Context: an optimization exercise on an open-source flow, tuned for small area, a short achievable clock period and few clock cycles. The choices shown serve that exercise and are no tape-out recipe. In this exercise RTL edits were held to simulation tests only and were not proved equivalent to the original. Power and IR drop assume default switching activity.

==> design/flow/design.v <==
module kc_div (
    input  wire [28:0] r_in,       
    input  wire [28:0] d,          
    input  wire [30:0] d3,         
    input  wire [1:0]  nb,         
    output wire [28:0] r_out,
    output wire [1:0]  q           
);
    wire [28:0] ra = {r_in[26:0], nb};
    wire [31:0] a1 = {3'd0, ra} - {3'd0, d};
    wire [31:0] a2 = {3'd0, ra} - {2'd0, d, 1'b0};
    wire [31:0] a3 = {3'd0, ra} - {1'd0, d3};
    wire        ge1 = !a1[31];
    wire        ge2 = !a2[31];
    wire        ge3 = !a3[31];
    assign q     = ge3 ? 2'd3 : ge2 ? 2'd2 : ge1 ? 2'd1 : 2'd0;
    assign r_out = ge3 ? a3[28:0] : ge2 ? a2[28:0] : ge1 ? a1[28:0] : ra;
endmodule
module kc_core (
    input  wire        clk,
    input  wire        rst,
    input  wire        in_valid,
    output wire        in_ready,
    input  wire [1:0]  in_op,
    input  wire        in_wheel,
    input  wire [31:0] in_data,
    output wire [15:0] kp,
    output wire [15:0] ki,
    output wire [15:0] kd,
    output wire [23:0] setpoint_l,
    output wire [23:0] setpoint_r,
    output wire [31:0] speed_inst_l,
    output wire [31:0] speed_inst_r,
    output wire [31:0] speed_avg_l,
    output wire [31:0] speed_avg_r,
    output wire [31:0] integ_l,
    output wire [31:0] integ_r,
    output wire [31:0] prev_err_l,
    output wire [31:0] prev_err_r,
    output wire [15:0] duty_l,
    output wire [15:0] duty_r
);
    localparam OP_EST    = 2'd0;
    localparam OP_TICK   = 2'd1;
    localparam OP_SET_KP = 2'd2;
    localparam OP_SET_SP = 2'd3;
    localparam BM = 2;    
    localparam MC = 8;    
    localparam [31:0] N_EST = 32'd327680000;     
    localparam [31:0] N_LIM = 32'd1638400000;    
    localparam [34:0] T_OFF = 35'd2197781760;
    localparam [2:0] S_IDLE = 3'd0,
                     S_EST  = 3'd1,
                     S_KI   = 3'd2,
                     S_LIM0 = 3'd3,
                     S_LIM  = 3'd4,
                     S_PREP = 3'd5,
                     S_MUL  = 3'd6,
                     S_FIN  = 3'd7;
    reg [2:0]  state;
    reg [3:0]  cnt;
    reg        w;
    reg        stale;          
    reg [15:0] kp_q;
    reg [12:0] ki_q;
    reg [9:0]  kd_q;
    reg [23:0] sp0, sp1;
    reg [19:0] inst0, inst1;
    reg [19:0] avg0, avg1;
    reg [31:0] integ0, integ1;
    reg [24:0] perr0, perr1;
    reg [13:0] duty0, duty1;
    reg [30:0] lim_q;
    reg [28:0] dt_q;           
    reg [30:0] d3_q;           
    reg [28:0] rem_q;          
    reg [1:0]  nb_q;           
    reg [1:0]  a9_q;           
    reg [3:0]  rho_q;          
    reg [3:0]  rho1_q, rho2_q; 
    reg [19:0] qa_q, qap_q;    
    reg [25:0] derr_q;
    reg [32:0] S_q, C_q;       
    reg        cy_q;
    wire idle = (state == S_IDLE);
    wire [3:0] cnt_n = cnt + 4'd1;
    wire [28:0] div_r;
    wire [1:0]  div_q;
    kc_div u_div (
        .r_in  (rem_q),
        .d     (dt_q),
        .d3    (d3_q),
        .nb    (nb_q),
        .r_out (div_r),
        .q     (div_q)
    );
    wire [31:0] ne_sh = N_EST >> (5'd16 - {cnt, 1'b0});    
    wire [31:0] nl_sh = N_LIM >> (5'd28 - {cnt, 1'b0});    
    wire [23:0] avg9_0 = {avg0, 3'd0} + {4'd0, avg0};
    wire [23:0] avg9_1 = {avg1, 3'd0} + {4'd0, avg1};
    wire [23:0] avg9_w = w ? avg9_1 : avg9_0;
    wire [23:0] avg9_i = in_wheel ? avg9_1 : avg9_0;
    wire [23:0] a9_sh  = avg9_w >> (5'd16 - {cnt, 1'b0});
    function [6:0] dstep;      
        input [3:0] r;
        input [2:0] x;
        reg   [5:0] t;
        begin
            t = {r, 2'b00} + {3'd0, x};
            if (t >= 6'd40)      dstep = {3'd4, t[3:0] - 4'd8};
            else if (t >= 6'd30) dstep = {3'd3, t[3:0] - 4'd14};
            else if (t >= 6'd20) dstep = {3'd2, t[3:0] - 4'd4};
            else if (t >= 6'd10) dstep = {3'd1, t[3:0] - 4'd10};
            else                 dstep = {3'd0, t[3:0]};
        end
    endfunction
    wire [6:0] ds0 = dstep(rho_q, {1'b0, a9_q} + 3'd0);
    wire [6:0] ds1 = dstep(rho_q, {1'b0, a9_q} + 3'd1);
    wire [6:0] ds2 = dstep(rho_q, {1'b0, a9_q} + 3'd2);
    wire [6:0] ds3 = dstep(rho_q, {1'b0, a9_q} + 3'd3);
    wire [6:0] ds  = (div_q == 2'd0) ? ds0 : (div_q == 2'd1) ? ds1 :
                     (div_q == 2'd2) ? ds2 : ds3;
    wire [2:0] yv  = ds[6:4];
    wire [19:0] qa_n  = yv[2] ? {qap_q[17:0], 2'd0} : {qa_q[17:0], yv[1:0]};
    wire [19:0] qap_n = yv[2] ? {qap_q[17:0], 2'd1} :
                        (yv[1:0] == 2'd3) ? {qap_q[17:0], 2'd0} :
                        {qa_q[17:0], yv[1:0] + 2'd1};
    wire [15:0] kp_sh = kp_q >> (5'd12 - {cnt, 2'b00});
    wire [6:0] k1a = dstep(rho1_q, {1'b0, kp_sh[3:2]});
    wire [6:0] k2a = dstep(rho2_q, {1'b0, k1a[5:4]});
    wire [6:0] k1b = dstep(k1a[3:0], {1'b0, kp_sh[1:0]});
    wire [6:0] k2b = dstep(k2a[3:0], {1'b0, k1b[5:4]});
    wire [12:0] ki_nx = {ki_q[8:0], k1a[5:4], k1b[5:4]};
    wire [9:0]  kd_nx = {kd_q[5:0], k2a[5:4], k2b[5:4]};
    wire        pw      = (state == S_PREP);
    wire [23:0] sp_p    = pw ? sp1 : sp0;
    wire [19:0] avg_p   = pw ? avg1 : avg0;
    wire [31:0] integ_p = pw ? integ1 : integ0;
    wire [24:0] perr_p  = pw ? perr1 : perr0;
    wire [24:0] err     = {1'b0, sp_p} - {5'd0, avg_p};
    wire [34:0] i_x     = {{3{integ_p[31]}}, integ_p};
    wire [34:0] isum    = i_x + {11'd0, sp_p} - {15'd0, avg_p};
    wire [34:0] gt_v    = i_x + {11'd0, sp_p} - {15'd0, avg_p} - {4'd0, lim_q} - 35'd1;
    wire [34:0] lt_v    = i_x + {11'd0, sp_p} - {15'd0, avg_p} + {4'd0, lim_q};
    wire [31:0] lim_ng  = -{1'b0, lim_q};
    wire [31:0] integ_n = !gt_v[34] ? {1'b0, lim_q} : lt_v[34] ? lim_ng : isum[31:0];
    wire [25:0] derr    = {2'd0, sp_p} - {6'd0, avg_p} - {perr_p[24], perr_p};
    wire [24:0] opE = w ? perr1 : perr0;
    wire [31:0] opI = w ? integ1 : integ0;
    wire [25:0] opD = derr_q;
    wire [15:0] kp_s = kp_q >> (BM * cnt);
    wire [15:0] ki_s = {3'd0, ki_q} >> (BM * cnt);
    wire [15:0] kd_s = {6'd0, kd_q} >> (BM * cnt);
    wire [BM-1:0] gp = kp_s[BM-1:0];
    wire [BM-1:0] gi = ki_s[BM-1:0];
    wire [BM-1:0] gd = kd_s[BM-1:0];
    wire [24:0] rowP0 = {~(gp[0] & opE[24]), gp[0] ? opE[23:0] : 24'd0};
    wire [31:0] rowI0 = {~(gi[0] & opI[31]), gi[0] ? opI[30:0] : 31'd0};
    wire [25:0] rowD0 = {~(gd[0] & opD[25]), gd[0] ? opD[24:0] : 25'd0};
    wire [24:0] rowP1 = {~(gp[1] & opE[24]), gp[1] ? opE[23:0] : 24'd0};
    wire [31:0] rowI1 = {~(gi[1] & opI[31]), gi[1] ? opI[30:0] : 31'd0};
    wire [25:0] rowD1 = {~(gd[1] & opD[25]), gd[1] ? opD[24:0] : 25'd0};
    wire [36:0] t0_0 = {4'd0, S_q};
    wire [36:0] t0_1 = {4'd0, C_q};
    wire [36:0] t0_2 = {36'd0, cy_q};
    wire [36:0] t0_3 = ({12'd0, rowP0} << 0);
    wire [36:0] t0_4 = ({5'd0, rowI0} << 0);
    wire [36:0] t0_5 = ({11'd0, rowD0} << 0);
    wire [36:0] t0_6 = ({12'd0, rowP1} << 1);
    wire [36:0] t0_7 = ({5'd0, rowI1} << 1);
    wire [36:0] t0_8 = ({11'd0, rowD1} << 1);
    wire [36:0] t1_0 = t0_0 ^ t0_1 ^ t0_2;
    wire [36:0] t1_1 = {((t0_0[35:0] & t0_1[35:0]) | (t0_0[35:0] & t0_2[35:0]) | (t0_1[35:0] & t0_2[35:0])), 1'b0};
    wire [36:0] t1_2 = t0_3 ^ t0_4 ^ t0_5;
    wire [36:0] t1_3 = {((t0_3[35:0] & t0_4[35:0]) | (t0_3[35:0] & t0_5[35:0]) | (t0_4[35:0] & t0_5[35:0])), 1'b0};
    wire [36:0] t1_4 = t0_6 ^ t0_7 ^ t0_8;
    wire [36:0] t1_5 = {((t0_6[35:0] & t0_7[35:0]) | (t0_6[35:0] & t0_8[35:0]) | (t0_7[35:0] & t0_8[35:0])), 1'b0};
    wire [36:0] t2_0 = t1_0 ^ t1_1 ^ t1_2;
    wire [36:0] t2_1 = {((t1_0[35:0] & t1_1[35:0]) | (t1_0[35:0] & t1_2[35:0]) | (t1_1[35:0] & t1_2[35:0])), 1'b0};
    wire [36:0] t2_2 = t1_3 ^ t1_4 ^ t1_5;
    wire [36:0] t2_3 = {((t1_3[35:0] & t1_4[35:0]) | (t1_3[35:0] & t1_5[35:0]) | (t1_4[35:0] & t1_5[35:0])), 1'b0};
    wire [36:0] t3_0 = t2_0 ^ t2_1 ^ t2_2;
    wire [36:0] t3_1 = {((t2_0[35:0] & t2_1[35:0]) | (t2_0[35:0] & t2_2[35:0]) | (t2_1[35:0] & t2_2[35:0])), 1'b0};
    wire [36:0] t4_0 = t3_0 ^ t3_1 ^ t2_3;
    wire [36:0] t4_1 = {((t3_0[35:0] & t3_1[35:0]) | (t3_0[35:0] & t2_3[35:0]) | (t3_1[35:0] & t2_3[35:0])), 1'b0};
    wire [36:0] csa_s = t4_0;
    wire [36:0] csa_c = t4_1;
    wire [BM:0]  low_sum = {1'b0, csa_s[BM-1:0]} + {1'b0, csa_c[BM-1:0]};
    wire [34:0] hsum = {2'd0, S_q} + {2'd0, C_q} + {34'd0, cy_q} - T_OFF;
    wire signed [34:0] hs = hsum;
    wire [13:0] duty_n = (hs < 35'sd800)   ? 14'd800 :
                         (hs >= 35'sd10000) ? 14'd9999 : hs[13:0];
    wire        dt_gt500 = !in_data[31] && (in_data[30:0] > 31'd500);
    wire        dt_big   = in_data[30] | in_data[29];
    wire [28:0] dt_n     = !dt_gt500 ? 29'd2500 : dt_big ? 29'h1fffffff : in_data[28:0];
    always @(posedge clk) begin
        if (rst) begin
            state  <= S_IDLE;
            cnt    <= 4'd0;
            w      <= 1'b0;
            stale  <= 1'b0;
            kp_q   <= 16'd2500;
            ki_q   <= 13'd250;
            kd_q   <= 10'd25;
            sp0    <= 24'd39322;
            sp1    <= 24'd49152;
            inst0  <= 20'd0;
            inst1  <= 20'd0;
            avg0   <= 20'd0;
            avg1   <= 20'd0;
            integ0 <= 32'd0;
            integ1 <= 32'd0;
            perr0  <= 25'd0;
            perr1  <= 25'd0;
            duty0  <= 14'd0;
            duty1  <= 14'd0;
            lim_q  <= 31'd6553600;
        end else begin
            case (state)
                S_IDLE: begin
                    dt_q   <= dt_n;
                    d3_q   <= 31'h7fffffff;      
                    rem_q  <= N_EST[31:20];
                    nb_q   <= N_EST[19:18];
                    a9_q   <= avg9_i[19:18];
                    rho_q  <= avg9_i[23:20];
                    rho1_q <= 4'd0;
                    rho2_q <= 4'd0;
                    qa_q   <= 20'd0;
                    qap_q  <= 20'd1;
                    cnt    <= 4'd0;
                    if (in_valid) begin
                        case (in_op)
                            OP_EST: begin
                                w     <= in_wheel;
                                state <= S_EST;
                            end
                            OP_TICK: begin
                                w     <= 1'b1;
                                state <= stale ? S_KI : S_PREP;
                            end
                            OP_SET_KP: begin
                                kp_q  <= in_data[15:0];
                                stale <= 1'b1;
                            end
                            OP_SET_SP: begin
                                if (in_wheel) sp1 <= in_data[23:0];
                                else          sp0 <= in_data[23:0];
                            end
                        endcase
                    end
                end
                S_EST: begin
                    cnt   <= cnt_n;
                    d3_q  <= {2'd0, dt_q} + {1'd0, dt_q, 1'b0};
                    rem_q <= div_r;
                    nb_q  <= ne_sh[1:0];
                    a9_q  <= a9_sh[1:0];
                    rho_q <= ds[3:0];
                    qa_q  <= qa_n;
                    qap_q <= qap_n;
                    if (w) inst1 <= {inst1[17:0], div_q};
                    else   inst0 <= {inst0[17:0], div_q};
                    if (cnt == 4'd9) begin
                        if (w) avg1 <= qa_n;
                        else   avg0 <= qa_n;
                        state <= S_IDLE;
                    end
                end
                S_KI: begin
                    cnt    <= cnt_n;
                    rho1_q <= k1b[3:0];
                    rho2_q <= k2b[3:0];
                    ki_q   <= ki_nx;
                    kd_q   <= kd_nx;
                    if (cnt == 4'd3) state <= S_LIM0;
                end
                S_LIM0: begin
                    dt_q  <= {16'd0, ki_q};
                    d3_q  <= {18'd0, ki_q} + {17'd0, ki_q, 1'b0};
                    rem_q <= 29'd0;
                    nb_q  <= N_LIM[31:30];
                    cnt   <= 4'd0;
                    state <= S_LIM;
                end
                S_LIM: begin
                    cnt   <= cnt_n;
                    rem_q <= div_r;
                    nb_q  <= nl_sh[1:0];
                    lim_q <= {lim_q[28:0], div_q};
                    if (cnt == 4'd15) begin
                        stale <= 1'b0;
                        state <= S_PREP;
                    end
                end
                S_PREP: begin
                    integ1 <= integ_n;
                    perr1  <= err;
                    derr_q <= derr;
                    S_q    <= 33'd0;
                    C_q    <= 33'd0;
                    cy_q   <= 1'b0;
                    cnt    <= 4'd0;
                    state  <= S_MUL;
                end
                S_MUL: begin
                    cnt  <= cnt_n;
                    S_q  <= csa_s[BM+32:BM];
                    C_q  <= csa_c[BM+32:BM];
                    cy_q <= low_sum[BM];
                    if (cnt == MC - 1) state <= S_FIN;
                end
                S_FIN: begin
                    if (w) begin
                        duty1  <= duty_n;
                        integ0 <= integ_n;
                        perr0  <= err;
                        derr_q <= derr;
                        S_q    <= 33'd0;
                        C_q    <= 33'd0;
                        cy_q   <= 1'b0;
                        cnt    <= 4'd0;
                        w      <= 1'b0;
                        state  <= S_MUL;
                    end else begin
                        duty0  <= duty_n;
                        state  <= S_IDLE;
                    end
                end
                default: state <= S_IDLE;
            endcase
        end
    end
    assign in_ready     = idle;
    assign kp           = kp_q;
    assign ki           = {3'd0, ki_q};
    assign kd           = {6'd0, kd_q};
    assign setpoint_l   = sp0;
    assign setpoint_r   = sp1;
    assign speed_inst_l = {12'd0, inst0};
    assign speed_inst_r = {12'd0, inst1};
    assign speed_avg_l  = {12'd0, avg0};
    assign speed_avg_r  = {12'd0, avg1};
    assign integ_l      = integ0;
    assign integ_r      = integ1;
    assign prev_err_l   = {{7{perr0[24]}}, perr0};
    assign prev_err_r   = {{7{perr1[24]}}, perr1};
    assign duty_l       = {2'd0, duty0};
    assign duty_r       = {2'd0, duty1};
endmodule
==> design/flow/run.sh <==
#!/bin/bash
# synth_recipe.tcl (not shown) runs the flow's synth.tcl, then flattens the netlist and writes it again
# the make line also repeats each setting of config.mk as NAME=value (left out here)
make -C /OpenROAD-flow-scripts/flow DESIGN_CONFIG=/design/flow/config.mk WORK_HOME=/design/flow/orfs CLKGATE_MAP_FILE= SYNTH_SCRIPT=/design/flow/synth_recipe.tcl finish
==> design/flow/config.mk <==
export PLATFORM = sky130hd
export DESIGN_NAME = kc_core
export DESIGN_NICKNAME = kc_core
export VERILOG_FILES = /design/flow/design.v
export SDC_FILE = /design/flow/constraint.sdc
export NUM_CORES = 4
export LEC_CHECK = 0
export CAP_MARGIN = 20
export CORE_MARGIN = 2
export CORE_UTILIZATION = 40
export PLACE_DENSITY = 0.6
export SLEW_MARGIN = 20
==> design/flow/constraint.sdc <==
create_clock -name core_clock -period 12.0 [get_ports {clk}]
set_input_delay 2.4000 -clock core_clock [delete_from_list [all_inputs] [get_ports {clk}]]
set_output_delay 2.4000 -clock core_clock [all_outputs]
set_load 0.01 [all_outputs]
==> run summary <==
-- power breakdown --
part,internal [mW],total (mW),switching [mW]
registers,2.34,2.64,0.296
logic,2.15,5.59,3.43
clock network,1.32,2.26,0.947
total,5.81,10.5,4.67
-- sequential cells by signal, indices dropped and copies added (netlist names), 26 cells and up --
register / count
S_q: 33
lim_q: 31
C_q: 32
integ1: 32
integ0: 32
dt_q: 29
d3_q: 31
derr_q: 26
rem_q: 27
-- routing by layer --
layer	global-route usage, %	part of all wire, %	vias up
li1	-	-	21200
met1	37.4	44	21500
met2	40.6	43	1643
met3	3.92	7.4	332
met4	13.3	5.4	6
met5	0	0.022	-
-- area by class of cell --
class,instances,area (sq um)
diodes,4,10.0
clock buffers,94,1960
clock inverters,33,438
fillers,12000,66400
inverters,592,2220
multi-input cells,4543,32700
flip-flops and latches,579,13900
well taps,1637,2050
repair buffers,426,4140
-- synth_stat cells (23+ instances only) --
cell type / count
a21o_1: 93
dfxtp_1: 349
o31ai_1: 27
and3_1: 104
clkbuf_1: 234
xor2_1: 87
o21bai_1: 34
edfxtp_1: 230
nand2b_1: 51
or2_2: 28
buf_1: 25
or3_1: 39
mux2i_1: 169
nor2b_1: 60
and2_1: 66
xnor2_1: 145
o22ai_1: 23
o21ai_0: 333
buf_4: 76
a211oi_1: 82
nor2_1: 440
nor3_1: 97
o21a_1: 73
nand2_1: 727
nand3_1: 114
ha_1: 478
a21oi_1: 545
fa_1: 194
mux2_2: 23
inv_1: 589
o211ai_1: 40
a31oi_1: 55
-- cell usage in the layout (no fill, tap or decap), types with 194 or more instances in the layout --
| cell | count |
|---|---|
| clkdlybuf4s50_1 | 360 |
| fa_1 | 194 |
| o21ai_0 | 333 |
| edfxtp_1 | 230 |
| ha_1 | 478 |
| inv_1 | 588 |
| a21oi_1 | 543 |
| nand2_1 | 726 |
| nor2_1 | 432 |
| dfxtp_1 | 345 |
-- cell families (layout without fill, tap and decap cells) --
logic type / Yosys count / in the layout / share of synthesized area, %
buffers and inverters: 927 / 1145 / 7.54
multiplexers: 211 / 211 / 4.75
flip-flops: 579 / 579 / 27.8
adder cells (fa/ha/maj): 672 / 672 / 19.8
XOR/XNOR: 232 / 232 / 4.07
AND/OR/NAND/NOR: 1822 / 1822 / 16.7
other: 1 / 65 / 0.00751
AO/OA/AOI/OAI: 1545 / 1545 / 19.4
-- path summary, 6_finish.rpt --
kind	cells past startpoint	slack [ns]	end
min	2	0.45	duty0[0]
max reg2reg	31	2.49	integ0[30]
min reg2reg	2	0.45	duty0[0]
max	31	2.49	integ0[30]
-- critical path: cells and delay by family (launching register included) --
family / cells / cell delay (ns)
AND/OR/NAND/NOR: 9 / 2.55
adder cells (fa/ha/maj): 3 / 1.24
flip-flops: 1 / 0.53
buffers and inverters: 5 / 1.71
XOR/XNOR: 1 / 0.37
AO/OA/AOI/OAI: 13 / 2.88
==> run_results.csv <==
group,metric,value,unit
status,status,"timing/DRC/antenna clean",
synth,synth_area_leaders,"dfxtp_1 14%, edfxtp_1 14%, ha_1 12%",
clock_tree,root_buffer,"clkbuf_16",
worst_setup_path,critical_path.max_stage_delay,0.60,ns
synth,yosysTopAreaCell,"dfxtp_1",
cells_and_area,final_util,46.4,%
clock_tree,cts_tree,"done",
floorplanning,core_area,124000,sq um
floorplanning,dieWidth,357,um
placement,dpl.hpwl,135,mm
worst_setup_path,critPathLaunchType,"register",
sta,layout_setup_ws,2.49,ns
worst_setup_path,endpoint_kind,"register",
sta,finalHoldViolCount,0,
clock_tree,clk_pin_slew,0.06,ns
cells_and_area,fin_cells,7908,
global_route,grt_util_all_layers,26.9,%
worst_setup_path,cpMaxStageDelayCell,"buf_4",
worst_hold_path,worstHoldStart,"duty0[0]",
synth,synthCells,5989,
floorplanning,pin_count,423,
cells_and_area,area_growth_syn_to_layout,15.0,%
worst_setup_path,r2r_start,"state[2]",
placement,dp_cells,7774,
clock_tree,htreeDepth,3,
detailed_routing,drt_iter0_markers,4176,
clock_tree,cts_buffers,69,
detailed_routing,vias,44700,
detailed_routing,routed_wirelength,176,mm
synth,synth_flop_cell,"dfxtp_1",
synth,synth_warnings,1,
worst_hold_path,hold_class,"register to register",
detailed_routing,drcViolationCount,0,
clock_tree,cts_setup_buffers,0,
clock_tree,cts.sinks,579,
pwr,p_per_area,183,nW/um^2
placement,placed_cell_area,55000,sq um
worst_setup_path,setup.worst_path.class,"register to register",
sta,timing.fmax,105,MHz
global_route,overflow,0,
synth,synth_top_area_share,14.0,%
floorplanning,die_h,357,um
sta,fin_crit,9.51,ns
placement,gp_congestion,0.952,
global_route,antenna_found_initial,6,
pwr,p_total,10.5,mW
detailed_routing,ant_nets,0,
pwr,leakage,24.2,nW
global_route,grt_max_degree,206,
worst_setup_path,cp_max_fo,76,
synth,synth_seq_cells,579,
clock_tree,clk_latency,0.67,ns
synth,synth_edf_count,230,
sta,finalClockSkew,0.0240,ns
detailed_routing,routed_via_density,5.65,
sta,rsz0062_at_grt,"no",
pwr,ir_drop,0.119,mV
synth,avgSynthCellArea,8.34,sq um
worst_setup_path,arrival,10.00,ns
sta,timing.final.crit_share,79.3,%
clock_tree,ctsLongestPathBuffers,3,
placement,dpl_worst_slack,2.52,ns
synth,yosysSeqAreaShare,27.8,%
global_route,first_global_vias,42100,
flow_run,drv_cap,0,
cells_and_area,final_nets,6921,
sta,fin_tns_setup,0,ns
synth,syn_area,49900,sq um
global_route,grt_pass1_wl,262,mm
sta,tightest_slew,1.12,ns
worst_setup_path,worstSetupStartpoint,"state[2]",
detailed_routing,firstDrtPassIters,25,
floorplanning,num_rows,129,
clock_tree,cts.repair.resized,0,
cells_and_area,drive_above_1_share,5.15,%
synth,synth.distinct_cells,86,
placement,portBuffers,361,
clock_tree,cts_hold_buf,0,
sta,finalSetupViolCount,0,
sta,hold-worst-slack,0.451,ns
cells_and_area,final_cell_area,57400,sq um
sta,maxSlewViolCount,0,
floorplanning,start_util,40.3,%
worst_setup_path,worstPathRequired,12.49,ns
detailed_routing,wire_per_inst,22.2,um
floorplanning,die-area,128000,sq um
sta,slew_headroom,25.0,%
synth,synth-async-reset-ratio,0,%
Testbench counts, summed over its fixed seeds: cycles 41,818.

what the ideal ports hide:
In the flow no input, the clock included, has a driving cell. The finished layout below was timed again as built, in two steps. Step 1 (the two cells are an assumption about what drives the block):
set clk [get_ports {clk}]
set_driving_cell -lib_cell sky130_fd_sc_hd__clkbuf_16 $clk
set_driving_cell -lib_cell sky130_fd_sc_hd__buf_2 [delete_from_list [all_inputs] $clk]
Step 2 moves the port delays by t, midway between the first and last clock arrival at a register: inputs arrive t later, outputs are due t later. That takes back most of the time a late clock gives input paths. a / b / c = ideal / step 1 / step 2; a / b = the first two.
t, ns: 0.726
setup slack, ns: 2.485 / 2.485 / 2.485
hold slack, ns: 0.451 / 0.451 / 0.451
worst setup path at the end: register to register
latest minus earliest clock arrival (ns): 0.028 / 0.028
After both steps this run still meets setup and hold. The setup slack of this run moves by 0.000 ns with the drivers and by 0.000 ns with both steps.
